Source: an optimization exercise on an open RTL-to-GDS flow (aim: small area, a short achievable clock period and few clock cycles per item). Production flows keep margins and buffers that such runs may drop.
RTL that was checked went through simulation tests only; none was proved equivalent to the original.
Function not checked in runs 1 and 2: the RTL went through the layout flow alone.
Power figures rest on the tool's default switching activity, not on a simulated workload.

### standard.sh
#!/bin/bash
# synth_recipe.tcl (not shown) runs the flow's synth.tcl, then flattens the netlist and writes it again
# the make line also repeats each setting of config.mk as NAME=value (left out here)
make -C /OpenROAD-flow-scripts/flow DESIGN_CONFIG=/design/flow/config.mk WORK_HOME=/design/flow/orfs CLKGATE_MAP_FILE= SYNTH_SCRIPT=/design/flow/synth_recipe.tcl "${@:-finish}"
### flow/run.sh
#!/bin/bash
# Standard layout, with plain buffers (not delay cells) on the ports.
set -euo pipefail
export BUFFER_PORTS_ARGS="-buffer_cell sky130_fd_sc_hd__buf_1"
bash standard.sh > standard.log 2>&1
### config.mk
export PLATFORM = sky130hd
export DESIGN_NAME = gsm7_septet
export DESIGN_NICKNAME = gsm7_septet
export VERILOG_FILES = /design/flow/design.v
export SDC_FILE = /design/flow/constraint.sdc
export NUM_CORES = 4
export LEC_CHECK = 0
export CAP_MARGIN = 20
export CORE_MARGIN = 2
export CORE_UTILIZATION = 60
export CTS_BUF_LIST = sky130_fd_sc_hd__clkbuf_8
export SETUP_SLACK_MARGIN = 3.8
export SLEW_MARGIN = 20
### constraint.sdc
create_clock -name core_clock -period 7.0 [get_ports {clk}]
set_input_delay 1.4000 -clock core_clock [delete_from_list [all_inputs] [get_ports {clk}]]
set_output_delay 1.4000 -clock core_clock [all_outputs]
set_load 0.01 [all_outputs]
### design.v
module gsm7_septet (
    input  wire        clk,
    input  wire        rst,           
    input  wire        cmd_valid,
    output wire        cmd_ready,
    input  wire [2:0]  cmd_op,
    input  wire [15:0] cmd_len,
    input  wire [7:0]  cmd_hdr_len,
    input  wire        in_valid,
    output wire        in_ready,
    input  wire [31:0] in_data,
    output wire        out_valid,
    input  wire        out_ready,
    output wire [7:0]  out_data,
    output wire        res_valid,
    input  wire        res_ready,
    output wire [7:0]  res_err,
    output wire [7:0]  res_count
);
    reg         busy;        
    reg         crdy;        
    reg         rv;          
    reg         flt;         
    reg         m_pack;      
    reg         m_hex;       
    reg         pre;         
    reg         more;        
    reg  [10:0] rem;         
    reg  [7:0]  cnt;         
    reg  [2:0]  hl;          
    reg         hexhi;       
    reg         skip;        
    reg  [4:0]  err;
    reg         sv;          
    reg  [7:0]  sq;          
    reg  [1:0]  sc;          
    reg         slo;         
    reg  [14:0] acc;         
    reg  [3:0]  k;           
    reg  [7:0]  od;          
    reg  [3:0]  lo;          
    reg         ov;          
    reg         olo;         
    function automatic [7:0] hexc(input [3:0] d);
        reg g;
        begin
            g = d[3] & (d[2] | d[1]);                    
            hexc = {1'b0, g, ~g, ~g, ~g & d[3],
                    g ? (d[2] & (d[1] | d[0])) : d[2],
                    g ? ~(d[1] ^ d[0]) : d[1],
                    d[0] ^ g};
        end
    endfunction
    wire len_big = (|cmd_len[15:11]) | (cmd_len[10] & (|cmd_len[9:0]));
    wire op_pack = (cmd_op == 3'd0);
    wire op_hdr  = (cmd_op == 3'd1);
    reg  [4:0] pf;
    always @* begin
        if (cmd_op[2] & cmd_op[1])                     pf = 5'h10;
        else if (len_big)                              pf = 5'h12;
        else if (cmd_op == 3'd5)                       pf = 5'h03;
        else if (op_pack & (|cmd_len[10:8]))           pf = 5'h19;
        else if (op_hdr & (cmd_hdr_len > 8'd6))        pf = 5'h17;
        else if (op_hdr & (cmd_len[10:0] > 11'd248))   pf = 5'h19;
        else                                           pf = 5'h00;
    end
    wire pf_any = |pf;
    wire c_pack = op_pack | op_hdr;
    wire [7:0] len_byte = cmd_len[7:0] + {5'd0, op_hdr, op_hdr, op_hdr};
    wire hl_nz   = |hl;
    wire auto_st = pre & ~hl_nz;                     
    wire pre_bit = pre & cnt[2] & cnt[1];            
    wire move    = sv & (~k[3] | slo);               
    wire sfree   = ~sv | move;
    wire done_in = ~pre & ~more & ~sv;
    assign in_ready = (pre ? hl_nz : more) & (skip | sfree);
    wire fire  = in_valid & in_ready;
    wire st1   = auto_st ? (skip | sfree) : fire;    
    wire sload = st1 & ~skip;                        
    wire hi24 = |in_data[31:8];
    wire c_dig = (in_data[7:4] == 4'h3) & (in_data[3:0] <= 4'h9);
    wire c_let = ~in_data[7] & in_data[6] & (in_data[4:3] == 2'b00) &
                 (in_data[2:0] != 3'd0) & (in_data[2:0] != 3'd7);
    wire c_hex = ~hi24 & (c_dig | c_let);
    wire [3:0] hv = {in_data[3] | in_data[6],
                     in_data[2] ^ (in_data[6] & in_data[1] & in_data[0]),
                     in_data[1] ^ (in_data[6] & in_data[0]),
                     in_data[0] ^ in_data[6]};
    reg  [7:0] sx;
    reg  [1:0] sw;
    reg        st_fault;
    reg  [4:0] st_err;
    reg        st_commit;   
    always @* begin
        sx = in_data[7:0]; sw = 2'd0; st_fault = hi24; st_err = 5'h13; st_commit = 1'b0;
        if (pre) begin
            if (auto_st) begin
                sx = 8'd0;
                if (pre_bit) sw = 2'd2;
            end
        end else if (m_pack) begin
            sx = {1'b0, in_data[6:0]};
            sw = 2'd1;
            st_fault = hi24 | in_data[7];
            st_err = 5'h18;
        end else if (m_hex) begin
            st_err = 5'h15;
            st_fault = ~c_hex;
            if (!hexhi) begin
                sx = {hv, 4'd0};
                sw = 2'd3;
                if (c_hex & (rem == 11'd1)) begin st_fault = 1'b1; st_err = 5'h16; end
            end else begin
                sx = {4'd0, hv};
                st_commit = 1'b1;
            end
        end else begin
            st_commit = 1'b1;
        end
    end
    wire        k7  = &k[2:0];
    wire [14:0] ins = {7'd0, sq} << k[2:0];
    wire [14:0] tot = acc | (move ? ins : 15'd0);
    wire [3:0]  kw  = (sc == 2'd0) ? {1'b1, k[2:0]} :
                      (sc == 2'd1) ? ({1'b0, k[2:0]} + 4'd7) :
                      (sc == 2'd2) ? ({1'b0, k[2:0]} + 4'd1) : {1'b0, k[2:0]};
    wire [3:0]  kt  = move ? kw : k;
    wire ofree  = ~ov | (out_ready & (olo | ~m_pack));
    wire av_go  = (sc == 2'd0) | ((sc == 2'd1) & (|k[2:0])) | (((sc == 2'd2) | ~m_pack) & k7);
    wire av_no  = k[3] | (m_pack ? (done_in & (|k[2:0])) : k7);
    wire avail  = move ? av_go : av_no;
    wire load   = ofree & avail;
    wire left   = k[3] | (m_pack ? (|k[2:0]) : k7);      
    assign out_valid = ov;
    assign out_data  = od;
    assign res_valid = rv;
    assign res_err   = {3'd0, err};
    assign res_count = flt ? 8'd0 : cnt;
    assign cmd_ready = crdy;
    wire take = ~busy & cmd_valid;
    always @(posedge clk) begin
        if (rst) begin
            busy <= 1'b0;
            crdy <= 1'b1;
            rv   <= 1'b0;
            ov   <= 1'b0;
            pre  <= 1'b0;
            more <= 1'b0;
            sv   <= 1'b0;
        end else if (take) begin
            busy <= 1'b1;
            crdy <= 1'b0;
            pre  <= op_hdr & ~pf_any;
            more <= ~pf_any & (|cmd_len[10:0]);
            sv   <= 1'b0;
        end else if (busy) begin
            if (fire & ~pre)
                more <= (rem != 11'd1);
            if (pre_bit & st1)
                pre <= 1'b0;
            if (sload)
                sv <= 1'b1;
            else if (move)
                sv <= 1'b0;
            if (ov & out_ready & ~(m_pack & ~olo))
                ov <= 1'b0;
            if (load)
                ov <= 1'b1;
            if (!rv && done_in && !left && ofree)
                rv <= 1'b1;
            if (rv && res_ready) begin
                rv   <= 1'b0;
                busy <= 1'b0;
                crdy <= 1'b1;
            end
        end
    end
    always @(posedge clk) begin
        if (!busy) begin
            flt    <= pf_any;
            m_pack <= c_pack;
            m_hex  <= (cmd_op == 3'd2);
            rem    <= cmd_len[10:0];
            cnt    <= 8'd0;
            hl     <= cmd_hdr_len[2:0];
            hexhi  <= 1'b0;
            skip   <= pf_any;
            err    <= pf;
            acc    <= {7'd0, len_byte & {8{c_pack}}};
            k      <= {c_pack, 3'd0};
        end else begin
            if (fire & ~pre)
                rem <= rem - 11'd1;
            if (fire & pre) hl <= hl - 3'd1;
            if (fire & ~skip & st_fault) begin
                skip <= 1'b1;
                flt  <= 1'b1;
                err  <= st_err;
            end
            if (m_hex & fire) hexhi <= ~hexhi;
            if (pre ? st1 : (sload & (m_pack | st_commit)))
                cnt <= cnt + ((~m_pack & (cnt[2:0] == 3'd6)) ? 8'd2 : 8'd1);
            if (sload & st_commit & (cnt == 8'd158))
                skip <= 1'b1;                           
            if (sload) begin
                sq  <= sx;
                sc  <= sw;
                slo <= m_hex & hexhi;
            end
            if (ov & out_ready & m_pack & ~olo)
                olo <= 1'b1;
            if (load | (ov & out_ready & m_pack & ~olo))
                od  <= m_pack ? hexc(load ? tot[7:4] : lo) : {1'b0, tot[6:0]};
            if (load) begin
                lo  <= tot[3:0];
                olo <= 1'b0;
                if (m_pack) begin
                    acc <= {8'd0, tot[14:8]};
                    k   <= kt[3] ? {1'b0, kt[2:0]} : 4'd0;
                end else begin
                    acc <= {7'd0, tot[14:7]};
                    k   <= kt - 4'd7;
                end
            end else begin
                acc <= tot;
                k   <= kt;
            end
        end
    end
endmodule
==> impl.org, run 1 <==
** Critical path
- In this run the worst path has a maximum fanout of 10.
- Signal arrival time at the worst endpoint :: ~1700 ps
- Crit. End Element :: output port
- The critical path goes through inv_2 > nor3_4 > nor3_4 > buf_1.
- The slowest stage of the critical path is the sky130_fd_sc_hd__dfxtp_1 cell.
- Worst path max stage delay :: ~560 ps
- Category of the most critical setup path :: reg -> out
- Buffers and inverters on the worst path :: 2
- Data required time at the worst endpoint :: 5600 ps
- The worst setup path is launched from a register.
- Dominant cell type by count on the critical path :: sky130_fd_sc_hd__nor3_4
- Broken down by cell family, the worst path's largest delay share belongs to flip-flops.

** Route
- After detailed routing, the total wire length is 13.5 mm.
- Routed wire per std cell :: approximately 17 um
- The pre-antenna-repair detailed-routing pass consisted of 7 iterations.
- Drt via density :: ~6.2
- Routed via count :: 4,906
- DRC violation count after routing :: 0
- First DRT Iteration DRCs :: slightly below 300
- Post-route ant nets :: 0

** Logic synthesis
- Fraction of registers with async set/reset :: 0
- Yosys warning total :: 1
- The synthesized design spends more area on one cell type than any other, namely sky130_fd_sc_hd__edfxtp_1.
- In this run, synthesis inferred 46 flip-flops with an integrated enable.
- Synthesis inferred 81 register bits.
- Count of mapped cells out of synthesis :: 596
- Cell variety after synth :: 80
- Most common flop cell mapped by yosys :: sky130_fd_sc_hd__edfxtp_1
- Cell area after synthesis :: roughly 5200 um2
- The share of synthesized area in the top cell type comes to 0.264.
- Leading cell types by total area after synthesis :: sky130_fd_sc_hd__edfxtp_1 26%, sky130_fd_sc_hd__dfxtp_1 13%, sky130_fd_sc_hd__nor2_1 5.3%, sky130_fd_sc_hd__a21oi_1 4.7%, sky130_fd_sc_hd__nand2_1 3.9%
- Syn_area_per_cell :: slightly below 9 um2
- Of the synthesized area, sequential elements account for 0.398.

** GRT
- GR Overflow Total :: 0
- First-pass GRT wire length :: approximately 22 mm
- Entering global routing, the biggest net connects 56 pins.
- The initial antenna violation count was 0.
- Via count of the first global-routing pass :: ~4,500
- Across every metal layer, demand over resource in global routing totals 0.287.

** Timing
- Final worst path period share :: 0.447
- The clock arrives with 10.9 ps of skew.
- Setup violation total in the final timing report :: 0
- Setup repair after global routing left no endpoint under its margin.
- Setup WS post-layout :: roughly 3900 ps
- Sum Neg Setup Slack :: 0 ps
- Max Clk Rate :: 319 MHz
- Hold Fails Final Rpt :: 0
- Max-slew headroom at the worst pin :: 0.466
- Shortest period the worst path allows :: about 3100 ps
- The number of pins with negative max-slew slack in the final report came to 0.
- For the pin with the worst max-slew slack, the measured transition is between 700 and 800 ps.

** Power and ir drop
- Clock group share of total power :: 0.318
- In this run the static leakage power is between 2 and 2.5 nW.
- Share of total power consumed by net switching :: 0.304
- Internal power consumption :: 779 uW
- Total power density per cell area :: 192 nW/um2
- Net switching component of the power :: about 340 uW
- Part of the total power dissipated in combinational logic :: 0.183
- VDD sags by at most 0.117 mV.
- Of the total power, registers draw 0.498.

** Place
- Routability Congestion :: between 0.8 and 0.9
- DPL Wire Length :: between 9 and 10 mm
- Timing analysis after detailed placement gives a worst setup slack of around 3100 ps.
- The count of buffers added on input and output ports is 88.

** Floorplanning
- The floorplan step defined a die boundary enclosing 9480 um2.
- Number of core rows :: 34
- Effective utilization at floorplan :: 0.609
- The die is 97.4 um wide.
- Chip height :: 97.4 um
- Core region area :: between 8000 and 9000 um2
- 93 I/O pins were placed.

** Finish
- The top cell types in the final layout, fill and taps aside, are 88 x sky130_fd_sc_hd__buf_1, 73 x sky130_fd_sc_hd__nor2_1, 54 x sky130_fd_sc_hd__nand2_1.
- The area growth from synthesis to layout is 11.4%.
- Antenna diode count :: 0
- Leaving out fill and tap cells, the most frequent cell in the layout is sky130_fd_sc_hd__buf_1.
- Of the cells placed in the final design, the portion with a size suffix greater than 1 is 0.0739.
- For this run, the post-layout net count is about 760.

** CTS
- Clock tree from TritonCTS :: yes
- Clock transition at the register clock pins on the worst setup and hold paths after CTS :: around 90 ps
- Buffer levels on the longest clock path :: 2
- Clock tree synthesis inserted a total of 9 buffers.
- The H-tree was split into 3 levels.
- Clock Latency Late Sink :: about 370 ps
- The clock drives a little over 80 sinks.
- The root buffer cell chosen for the clock tree is sky130_fd_sc_hd__clkbuf_8.
- Hold-fix buffers at CTS :: 0

** Worst hold path
- Path type of the worst min-delay path :: reg -> reg

** Flow run
- Max-cap violations in this run came to 0.

** Run status
- The run finished with no timing, DRC or antenna violations.
==> registers in the layout, indices dropped and copies added (netlist names), 2 cells and up <==
| signal | count |
|---|---|
| acc | 15 |
| rem | 11 |
| cnt | 8 |
| sq | 8 |
| od | 7 |
| err | 5 |
| k | 4 |
| lo | 4 |
| hl | 3 |
| sc | 2 |
==> metal layers <==
| layer | global-route usage | routed length (um) |
|---|---|---|
| met1 | 0.393 | 5800 |
| met3 | 0.0410 | 987 |
| met4 | 0.0940 | 243 |
| met5 | 0 | 0 |
| met2 | 0.472 | 6470 |
==> repair_timing <==
| item | in CTS | in global routing |
|---|---|---|
| resized for setup | 9 | 3 |
| pin swaps | 1 | 1 |
| setup endpoints to repair | 13 | 8 |
| buffers inserted | 3 | 0 |
==> path summary, 6_finish.rpt <==
| check | start | end | slack [ps] | cells past startpoint |
|---|---|---|---|---|
| worst max-delay path | sv | in_ready | 3870 | 4 |
| worst min-delay path | cnt[7] | cnt[7] | 510 | 2 |
| worst max register to register | k[1] | od[1] | 3920 | 11 |
| worst min register to register | cnt[7] | cnt[7] | 510 | 2 |
==> logic make-up (layout without fill, tap and decap cells) <==
| family | after synthesis | in the layout | synth area share |
|---|---|---|---|
| xor+xnor | 23 | 23 | 0.0385 |
| flops | 81 | 81 | 0.398 |
| simple gates | 246 | 246 | 0.242 |
| mux | 17 | 17 | 0.0342 |
| buf+inv | 57 | 135 | 0.0512 |
| compound gates | 153 | 153 | 0.189 |
| fa+ha+maj | 18 | 18 | 0.0459 |
| other cells | 1 | 4 | 0.000717 |
==> synthesized netlist by cell type (3+ instances only) <==
library cell / instances
sky130_fd_sc_hd__nor3b_1: 5
sky130_fd_sc_hd__a21oi_1: 49
sky130_fd_sc_hd__xor2_1: 9
sky130_fd_sc_hd__inv_1: 21
sky130_fd_sc_hd__nand3b_1: 5
sky130_fd_sc_hd__nand4b_1: 5
sky130_fd_sc_hd__nand2b_1: 5
sky130_fd_sc_hd__or3_1: 4
sky130_fd_sc_hd__clkbuf_1: 12
sky130_fd_sc_hd__mux2i_1: 14
sky130_fd_sc_hd__or4_1: 3
sky130_fd_sc_hd__nor4_1: 12
sky130_fd_sc_hd__buf_4: 6
sky130_fd_sc_hd__and3_1: 9
sky130_fd_sc_hd__nor2b_1: 14
sky130_fd_sc_hd__a22oi_1: 4
sky130_fd_sc_hd__buf_1: 4
sky130_fd_sc_hd__buf_2: 7
sky130_fd_sc_hd__buf_6: 3
sky130_fd_sc_hd__nand4_1: 4
sky130_fd_sc_hd__edfxtp_1: 46
sky130_fd_sc_hd__o21ai_0: 29
sky130_fd_sc_hd__a31oi_1: 15
sky130_fd_sc_hd__a211o_1: 3
sky130_fd_sc_hd__a211oi_1: 4
sky130_fd_sc_hd__dfxtp_1: 35
sky130_fd_sc_hd__nand2_1: 54
sky130_fd_sc_hd__nor2_1: 74
sky130_fd_sc_hd__o22ai_1: 5
sky130_fd_sc_hd__nand3_1: 13
sky130_fd_sc_hd__a41o_1: 3
sky130_fd_sc_hd__ha_1: 16
sky130_fd_sc_hd__a21o_1: 5
sky130_fd_sc_hd__xnor2_1: 14
sky130_fd_sc_hd__nor3_1: 16
sky130_fd_sc_hd__nor4b_1: 3
sky130_fd_sc_hd__and2_1: 7
==> worst register-to-register path, stage by stage (launching register included) <==
cell and delay, ps:
sky130_fd_sc_hd__dfxtp_2 450, sky130_fd_sc_hd__inv_1 200, sky130_fd_sc_hd__ha_1 210, sky130_fd_sc_hd__nand3b_1 80
sky130_fd_sc_hd__a2111o_1 440, sky130_fd_sc_hd__o211a_4 160, sky130_fd_sc_hd__inv_2 260, sky130_fd_sc_hd__a21oi_1 140
sky130_fd_sc_hd__ha_1 310, sky130_fd_sc_hd__o21ai_0 100, sky130_fd_sc_hd__a221oi_1 360, sky130_fd_sc_hd__mux2i_1 120
==> cell type report <==
| cell class | count | area [um2] |
|---|---|---|
| fill | 711 | 2770 |
| tap | 108 | 135 |
| sequential | 81 | 2080 |
| clock buffer | 9 | 124 |
| multi-input combinational | 461 | 2930 |
| inverter | 25 | 95.1 |
| clock inverter | 7 | 78.8 |
| timing repair buffer | 94 | 375 |
==> per-stage QoR <==
| step | hold slack (ps) | power, mW | std cells | util | instance area [um2] |
|---|---|---|---|---|---|
| floorplan | 449 | 0.703 | 599 | - | 5240 |
| finish | 506 | 1.12 | 785 | 0.678 | 5830 |
| CTS | 510 | 1.12 | 785 | 0.677 | 5820 |
| detailed placement | 485 | 0.763 | 766 | 0.646 | 5560 |
| global route | 540 | 1.17 | 785 | 0.678 | 5830 |
| global placement | 474 | 0.757 | 766 | 0.646 | 5560 |
==> power by group through the flow <==
stage          Clock, mW  Combinational (mW)  Sequential [mW]
2_1_floorplan          0               0.140            0.563
3_3_place_gp           0               0.186            0.571
3_5_place_dp           0               0.191            0.572
4_1_cts            0.360               0.202            0.557
5_1_grt            0.377               0.227            0.561
6_report           0.356               0.205            0.558
==> run 2, diff against run 1 <==
--- a/config.mk
+++ b/config.mk
@@ -7,2 +7,3 @@
 export LEC_CHECK = 0
+export ABC_CLOCK_PERIOD_IN_PS = 2500
 export CAP_MARGIN = 20
@@ -11,3 +12,3 @@
 export CTS_BUF_LIST = sky130_fd_sc_hd__clkbuf_8
-export SETUP_SLACK_MARGIN = 3.8
+export SETUP_SLACK_MARGIN = 4
 export SLEW_MARGIN = 20
==> impl.org, run 2 <==
** Finish
- Area of combinational cells with multiple inputs :: ~3000 um2
- Commonest cells after routing, fill and taps aside :: 82 x sky130_fd_sc_hd__buf_1, 72 x sky130_fd_sc_hd__nor2_1, 54 x sky130_fd_sc_hd__nand2_1
- Register with the highest flop count :: acc
- Share of cells above drive strength 1 :: 0.106
- Commonest non-fill, non-tap cell in the layout :: sky130_fd_sc_hd__buf_1
- Number of filler instances in the final layout :: 740
- The sequential cells in the finished layout cover a total of 2090 um2.
- Antenna diode count :: 0
- The finished cells cover 5930 um2.
- The largest registers in the layout are acc (15), rem (11).
- Post-route core utilization :: 0.690
- From synthesis to final layout, the design area changed by 13.3%.
- The register with the most flip-flops in the layout has 15 of them.
- The net count of the finished layout is 760.

** CTS
- Hold-fix buffers at CTS :: 0
- TritonCTS built the clock tree.
- Clock transition at the register clock pins on the worst setup and hold paths after CTS :: ~90 ps
- The H-tree was split into 3 levels.
- The clock reaches the later pin of the worst-skew pair after ~370 ps.
- Sinks on Clock Net :: 81
- In this run, CTS created clock tree buffers numbering 9.
- Buffer type at the clock tree root :: sky130_fd_sc_hd__clkbuf_8
- Buffer levels on the longest clock path :: 2

** Timing
- Setup repair after global routing could not meet its margin everywhere.
- The number of endpoints with negative hold slack in the final report is 0.
- The worst path in the final design needs a cycle of roughly 3000 ps, including I/O delays and setup.
- Maximum clock skew at final layout :: ~19 ps
- Sum Neg Setup Slack :: 0 ps
- The number of pins with negative max-slew slack in the final report came to 0.
- Max-slew headroom at the worst pin :: 0.485
- Setup violations remaining at the end of the flow were counted as 0.
- Final hold analysis gives a worst-case slack of ~500 ps.
- Final worst path period share :: 0.425
- Worst-Margin Slew :: 772 ps
- Timing would allow up to 336 MHz.

** GRT
- Entering global routing, the biggest net connects 56 pins.
- In the global route stage, met1 resource usage came out at 0.377.
- Highest-utilization routing layer at the global route stage :: met2
- For this run, global-route usage on met3 was measured as 0.0604.
- In the global route stage, overall resource usage came out at 0.287.
- The initial antenna violation count came to 0.
- After global routing the overflow that remains totals 0.
- In the global route stage, met2 resource usage came out at 0.467.
- The first global-routing pass estimated 22.0 mm of wire.
- The number of global-route vias before repair came to around 4,600.

** Worst hold path
- The worst hold path belongs to the class reg -> reg.
- The worst hold path terminates at acc[11].
- Cells on Worst Hold Path :: 2
- In this run the most critical hold path is launched from acc[11].

** Critical path
- The critical path is of the reg -> out type.
- The slowest stage of the critical path is the sky130_fd_sc_hd__edfxtp_1 cell.
- The startpoint identified for the worst register-to-register timing path is k[1].
- Along the worst path, the maximum fanout reaches 2.
- Depth of the most critical reg-to-reg path :: 11
- Crit. End Element :: output port
- At the worst endpoint, the arrival time is approximately 1600 ps.
- The setup check on the worst reg-to-reg path leaves a slack of 4150 ps.
- Data required time at the worst endpoint :: 5600 ps
- In this run the critical register-to-register path is captured at od[1].
- Cells traversed along the worst timing path :: inv_2 > ha_4 > and3b_2 > nor3_4 > buf_2
- Worst path max stage delay :: ~370 ps
- Critical path startpoint category :: register

** Floorplanning
- The initial utilization of the core area, before any placement, comes to 0.609.
- Number of core rows :: 34
- Core region area :: about 8600 um2
- Chip height :: approximately 100 um
- Die extent in x :: around 97 um
- The die covers 9480 um2.
- In this run the count of I/O pins placed on the die edge is 93.

** Logic synthesis
- Post-synthesis sequential area ratio :: 0.398
- By instance count, the leading cell after synthesis is sky130_fd_sc_hd__nor2_1.
- Counting flops and latches in the post-synthesis netlist gives 81.
- Synthesis produced a netlist whose cell count is between 500 and 600.
- The share of synthesized area in the top cell type comes to 0.264.
- By area the synthesized netlist is led by sky130_fd_sc_hd__edfxtp_1 26%, sky130_fd_sc_hd__dfxtp_1 13%, sky130_fd_sc_hd__nor2_1 5.3%, sky130_fd_sc_hd__a21oi_1 4.7%, sky130_fd_sc_hd__nand2_1 3.9%.
- Post-synth EDFFs :: 46
- Yosys mapped the design onto 80 distinct sky130hd cell types.
- Summed over all instances, the cell type with the most area after synthesis is sky130_fd_sc_hd__edfxtp_1.
- After synthesis, the mean cell area works out to about 8.8 um2.
- For this run, the number of Yosys warnings is 1.
- In the synthesized netlist the async set-or-reset flop fraction comes to 0.
- Most common flop cell mapped by yosys :: sky130_fd_sc_hd__edfxtp_1
- Cell area after synthesis :: roughly 5200 um2
- Synth cell count leaders :: 74 x sky130_fd_sc_hd__nor2_1, 54 x sky130_fd_sc_hd__nand2_1, 49 x sky130_fd_sc_hd__a21oi_1, 46 x sky130_fd_sc_hd__edfxtp_1, 35 x sky130_fd_sc_hd__dfxtp_1

** Route
- Detailed routing inserted a total of 4,856 vias.
- Drt total wl :: approximately 14 mm
- Before antenna repair, the detailed router went through 4 iterations.
- The first routing iteration left 273 violations.
- For this run, design rule violations remaining after detail routing come to 0.
- Post-route ant nets :: 0
- Routed wire per std cell :: ~17 um
- Drt via density :: about 6

** Power and ir drop
- For this design the static power due to leakage is 2.15 nW.
- Summing internal, switching and leakage power gives between 1 and 1.5 mW.
- Maximum VDD drop :: about 0.10 mV
- Power spread over the standard cell area amounts to roughly 190 nW/um2.

** Flow run
- Max Cap Violations :: 0

** Place
- Routability Congestion :: just over 0.9
- After legalization and detailed placement, the total HPWL measured approximately 10 mm.
- In this run the tool buffered the top-level ports with 88 buffer cells.
- Once placement finished, the instance area stood at about 5600 um2.

** Run status
- Outcome :: no timing/DRC/antenna violations
[run 2: changes by cell type in the layout (fill, tap and decap cells not counted), sizes merged]
cell	delta
buf	+1
clkbuf	+4
clkinv	-2
clkinvlp	+1
inv	+1
[run 2: metrics by stage]
step / std cells / setup slack (ps)
floorplan: 599 / 3900
global placement: 766 / 3390
detailed placement: 766 / 3350
CTS: 788 / 4010
global route: 790 / 3980
finish: 790 / 4030
[run 2: timing repair]
item,CTS,global route
endpoints found under the setup margin,21,9
buffers inserted,6,2
resized for setup,14,19
hold endpoints to repair,0,0
pin swaps,3,4
[run 2: logic make-up after synthesis]
| family | share of synthesized area |
|---|---|
| AO/OA/AOI/OAI | 0.189 |
| flip-flops | 0.398 |
| buffers and inverters | 0.0512 |
| other | 0.000717 |
| adder cells (fa/ha/maj) | 0.0459 |
| XOR/XNOR | 0.0385 |
| multiplexers | 0.0342 |
| AND/OR/NAND/NOR | 0.242 |
[run 2: worst max path at each step]
stage / start / end / slack, ps / cells after the start
floorplan: out_ready / od[1] / 3900 / 11
global placement: m_pack / od[1] / 3390 / 9
detailed placement: m_pack / od[1] / 3350 / 9
CTS: out_ready / od[1] / 4010 / 11
global route: cmd_op[2] / acc[4] / 3980 / 10
finish: hl[0] / in_ready / 4030 / 5
[run 2: report_power, final]
part | internal, mW | leakage (nW) | switching (mW) | total [mW]
sequential | 0.536 | 0.723 | 0.0228 | 0.559
combinational | 0.0796 | 1.33 | 0.132 | 0.212
clock | 0.168 | 0.100 | 0.189 | 0.357
total | 0.784 | 2.15 | 0.344 | 1.13
[run 2: final cells by class]
type,instances,area share
clock buffers,9,0.0209
clock inverters,7,0.0131
inverters,25,0.0165
multi-input cells,461,0.504
flip-flops and latches,81,0.352
well taps,108,0.0228
repair buffers,99,0.0709
[run 2: per-layer routing]
metal | wire length (um) | part of all wire
met5 | 0 | 0
met4 | 345 | 0.025
met3 | 956 | 0.070
met2 | 6390 | 0.47
met1 | 5980 | 0.44
[run 2: worst max-delay path, delay by kind of cell, from the launching register on]
family | cells | cell delay (ps)
flip-flops | 1 | 370
adder cells (fa/ha/maj) | 1 | 150
AND/OR/NAND/NOR | 2 | 460
buffers and inverters | 2 | 240
==> run 3, diff against run 2 <==
--- a/design.v
+++ b/design.v
@@ -178,3 +178,3 @@
     always @(posedge clk) begin
-        if (!busy) begin
+        if (take) begin
             flt    <= pf_any;
--- a/config.mk
+++ b/config.mk
@@ -7,3 +7,2 @@
 export LEC_CHECK = 0
-export ABC_CLOCK_PERIOD_IN_PS = 2500
 export CAP_MARGIN = 20
==> impl.org, run 3 <==
** Critical path
- By startpoint and endpoint, the worst setup path is classified as in -> reg.
- STA puts the critical path data required time at roughly 7300 ps.
- Critical path startpoint category :: primary input
- The worst setup path is captured at a register.
- For the worst setup path, the data arrival time is about 3300 ps.
- In this run the worst path has a maximum fanout of 4.

** Logic synthesis
- The share of the Yosys chip area taken by registers is 0.400.
- Synth cell count leaders :: 67 x sky130_fd_sc_hd__nor2_1, 54 x sky130_fd_sc_hd__nand2_1, 46 x sky130_fd_sc_hd__a21oi_1, 46 x sky130_fd_sc_hd__edfxtp_1, 41 x sky130_fd_sc_hd__o21ai_0
- Leading cell types by total area after synthesis :: sky130_fd_sc_hd__edfxtp_1 27%, sky130_fd_sc_hd__dfxtp_1 13%, sky130_fd_sc_hd__nor2_1 4.8%, sky130_fd_sc_hd__a21oi_1 4.4%, sky130_fd_sc_hd__o21ai_0 3.9%
- Area leader, netlist :: sky130_fd_sc_hd__edfxtp_1
- Most common flop cell mapped by yosys :: sky130_fd_sc_hd__edfxtp_1
- The most common cell in the synthesized netlist is sky130_fd_sc_hd__nor2_1.
- Synthesis inferred around 80 register bits.
- In this run the mean area of a mapped cell was 8.70 um2.
- For this run, the number of Yosys warnings is 1.
- Counting flops with an async set or reset pin after synthesis yields a share of 0.
- Counting every instance in the synthesized netlist gives ~600.
- In this run, synthesis inferred 46 flip-flops with an integrated enable.
- Yosys mapped the design onto between 60 and 70 distinct sky130hd cell types.
- Cell area after synthesis :: 5210 um2
- Proportion of netlist area held by the largest area contributor :: 0.265

** Floorplanning
- From bottom edge to top edge, the die measures 97.2 um.
- Die Area :: 9450 um2
- Count of pins on the block boundary :: 93
- For this configuration, the core starts out at a cell density of 0.628.
- Core region area :: between 8000 and 9000 um2
- Number of core rows :: 33
- In this run the horizontal extent of the chip is roughly 97 um.

** Route
- The final layout contains routed wiring with a total length of approximately 14 mm.
- Once detail routing completed, the nets flagged for antenna violations numbered 0.
- Drt first pass iters :: 6
- Drt via density :: around 6
- Dividing the detail-routed wire length by the instance count gives 17.4 um.
- The final route contains between 4,000 and 5,000 vias.
- In the routed design, unresolved DRC markers number 0.
- First DRT Iteration DRCs :: between 300 and 400

** CTS
- CTS built an H-tree with a depth of 3.
- After clock tree synthesis, the clock-pin slew on the worst setup and hold paths is 90 ps.
- Counting the buffers created by CTS gives 9.
- The later pin in the worst-skew pair is clocked with a latency of around 360 ps.
- TritonCTS built the clock tree.
- The clock passes through at most 2 buffers.
- The clock drives 81 sinks.
- The cell sitting at the root of the clock tree is a sky130_fd_sc_hd__clkbuf_8.
- For this design, the CTS-stage hold fixing added 0 buffers.

** Finish
- Largest registers :: acc (15), rem (11)
- Post-route design area :: between 5000 and 6000 um2
- Final standard cell count with taps included and fillers excluded :: between 700 and 800
- Share of cells above drive strength 1 :: 0.110
- Number of filler instances in the final layout :: about 670
- Final #Nets :: about 760
- Commonest cells after routing, fill and taps aside :: 80 x sky130_fd_sc_hd__buf_1, 63 x sky130_fd_sc_hd__nor2_1, 53 x sky130_fd_sc_hd__nand2_1
- Antenna diode count :: 0
- Area growth syn-to-layout :: 13.3%
- Max FFs per register :: 15
- Commonest non-fill, non-tap cell in the layout :: sky130_fd_sc_hd__buf_1
- acc holds more flip-flops than any other register.
- For this run, the share of the core covered by cells in the final layout is 0.712.

** Power and ir drop
- The share of total power dissipated in the clock network is 0.239.
- Dividing total power by cell area gives a power density of ~220 nW/um2.
- The analysis attributes to net switching a power of about 460 uW.
- The internal portion of the total power is 850 uW.
- Share of total power consumed by net switching :: 0.352
- Part of the total power dissipated in combinational logic :: 0.288
- In this run the static leakage power is between 2 and 2.5 nW.
- Across the VDD grid, the largest voltage drop is roughly 0.13 mV.
- Of the total power, registers draw 0.473.

** Place
- The placed instances occupy a cell area of about 5600 um2.
- The number of placed instances, taps included, is about 770.
- Worst setup slack after placement :: ~3400 ps
- The count of buffers added on input and output ports is 88.
- DPL Wire Length :: slightly below 10 mm
- Routability Congestion :: approximately 0.93

** Timing
- The clock period could shrink to just under 3000 ps.
- Worst-Margin Slew :: around 610 ps
- Measured against its own limit, the worst slew margin works out to 0.587.
- The worst path meets setup with around 4000 ps of slack.
- On the final layout, the worst clock skew is 12.6 ps.
- The number of pins with negative max-slew slack in the final report was 0.
- Setup violation total in the final timing report :: 0
- The number of endpoints with negative hold slack in the final report was 0.
- Max Clk Rate :: roughly 340 MHz
- In the final timing run, aggregate negative setup slack is 0 ps.
- Setup repair after global routing missed its margin :: yes
- Dividing the final minimum period by the clock period gives 0.425.

** GRT
- The initial antenna violation count came to 0.
- Entering global routing, the biggest net connects 50 pins.
- GR Overflow Total :: 0
- The number of global-route vias before repair came to between 4,000 and 5,000.
- First-pass GRT wire length :: roughly 22 mm
- In the global route stage, overall resource usage came out at 0.286.

** Run status
- The flow ran to the end and the layout has no timing, DRC or antenna violations.

** Worst hold path
- Path type of the worst min-delay path :: reg -> reg

** Flow run
- Max-cap violations in this run came to 0.
[run 3: cell types whose count changed after synthesis, moves of 5 or more]
cell / delta
sky130_fd_sc_hd__o21ai_0: +12
sky130_fd_sc_hd__clkbuf_1: +8
sky130_fd_sc_hd__a31oi_1: -7
sky130_fd_sc_hd__mux2_2: +7
sky130_fd_sc_hd__nand3_1: +7
sky130_fd_sc_hd__nor2_1: -7
sky130_fd_sc_hd__nand2b_1: +6
sky130_fd_sc_hd__xnor2_1: +6
sky130_fd_sc_hd__o211ai_1: +5
[run 3: power by group through the flow]
stage	Clock (mW)	Sequential, mW	Combinational, mW
after detailed placement	0	0.626	0.360
after floorplan	0	0.603	0.282
after CTS	0.316	0.616	0.365
after global placement	0	0.623	0.353
after global routing	0.340	0.628	0.420
final	0.314	0.621	0.378
[run 3: logic make-up (layout without fill, tap and decap cells)]
kind of cell / count (synthesis) / after routing / synth area share
compound gates: 153 / 153 / 0.183
xor+xnor: 27 / 27 / 0.0454
fa+ha+maj: 18 / 18 / 0.0461
buf+inv: 54 / 133 / 0.0432
flops: 81 / 81 / 0.400
mux: 23 / 23 / 0.0509
other cells: 1 / 4 / 0.000720
simple gates: 242 / 242 / 0.231
[run 3: cell type report]
| class | count | area [um2] | area share |
|---|---|---|---|
| well taps | 105 | 131 | 0.0222 |
| inverters | 22 | 86.3 | 0.0146 |
| clock inverters | 7 | 53.8 | 0.00911 |
| multi-input cells | 467 | 3010 | 0.509 |
| repair buffers | 95 | 415 | 0.0703 |
| clock buffers | 9 | 124 | 0.0210 |
| flip-flops and latches | 81 | 2090 | 0.354 |
[run 3: routing by layer]
metal | vias to the layer above | GRT usage | wire length [um]
met3 | 33 | 0.0360 | 1140
met5 | - | 0 | 0
li1 | 2318 | - | -
met1 | 2260 | 0.414 | 5970
met2 | 248 | 0.433 | 6160
met4 | 0 | 0.122 | 399
[run 3: critical path, cell delays in order]
cell and delay [ps]:
sky130_fd_sc_hd__buf_8 100, sky130_fd_sc_hd__or4_4 550, sky130_fd_sc_hd__o41ai_4 220, sky130_fd_sc_hd__nand3_1 130, sky130_fd_sc_hd__a211o_1 260, sky130_fd_sc_hd__or3_4 400, sky130_fd_sc_hd__a21oi_2 110, sky130_fd_sc_hd__o21a_1 110
[run 3: path summary, 6_finish.rpt]
kind	start	to	slack (ps)	cells past startpoint
worst max-delay path	cmd_len[6]	more	4030	8
worst min-delay path	acc[10]	acc[10]	480	2
worst max register to register	k[0]	od[1]	4160	11
worst min register to register	acc[10]	acc[10]	480	2
[run 3: per-stage QoR]
stage	hold slack [ps]	power, mW
2_1_floorplan	431	0.884
3_3_place_gp	448	0.976
3_5_place_dp	457	0.987
4_1_cts	479	1.30
5_1_grt	528	1.39
6_report	476	1.31
[run 3: repair_timing]
| action | CTS | global route |
|---|---|---|
| pin swaps | 2 | 3 |
| resized for setup | 17 | 24 |
| gates cloned | 0 | 0 |
| setup buffers | 3 | 1 |
| setup endpoints to repair | 48 | 33 |
Testbench counts of run 3, summed over its fixed seeds: cycles 40,152, items 28,162.

-- re-timing with driven ports --
How much do the figures lean on ideal ports? The routed layouts below were timed once more, with nothing changed but the port constraints.
Step 1: set_driving_cell puts a clkbuf_16 on clk and a buf_2 on each other input, an assumption about the parent block.
Step 2 adds t to the input delays and takes it off the output delays; t is the mean of the earliest and latest rising clock arrival at the registers after step 1. Input paths then give back, and output paths get back, about the clock's delay inside the block.
a / b / c = ideal ports / drivers / drivers and shift; a / b = the first two.
run	shift t [ns]	setup slack, ns	worst register clock-pin slew, ns	worst data-port slew with drivers (ns)
run 1	0.399	3.868 / 3.833 / 3.495	0.09 / 0.09	0.03
run 2	0.395	4.026 / 3.992 / 3.702	0.10 / 0.10	0.04
run 3	0.383	4.027 / 4.014 / 3.631	0.09 / 0.09	0.06
After both steps setup and hold are still met in every run listed. The setup slack of run 3, which loses most, moves by -0.013 ns with the drivers and by -0.396 ns with both steps.
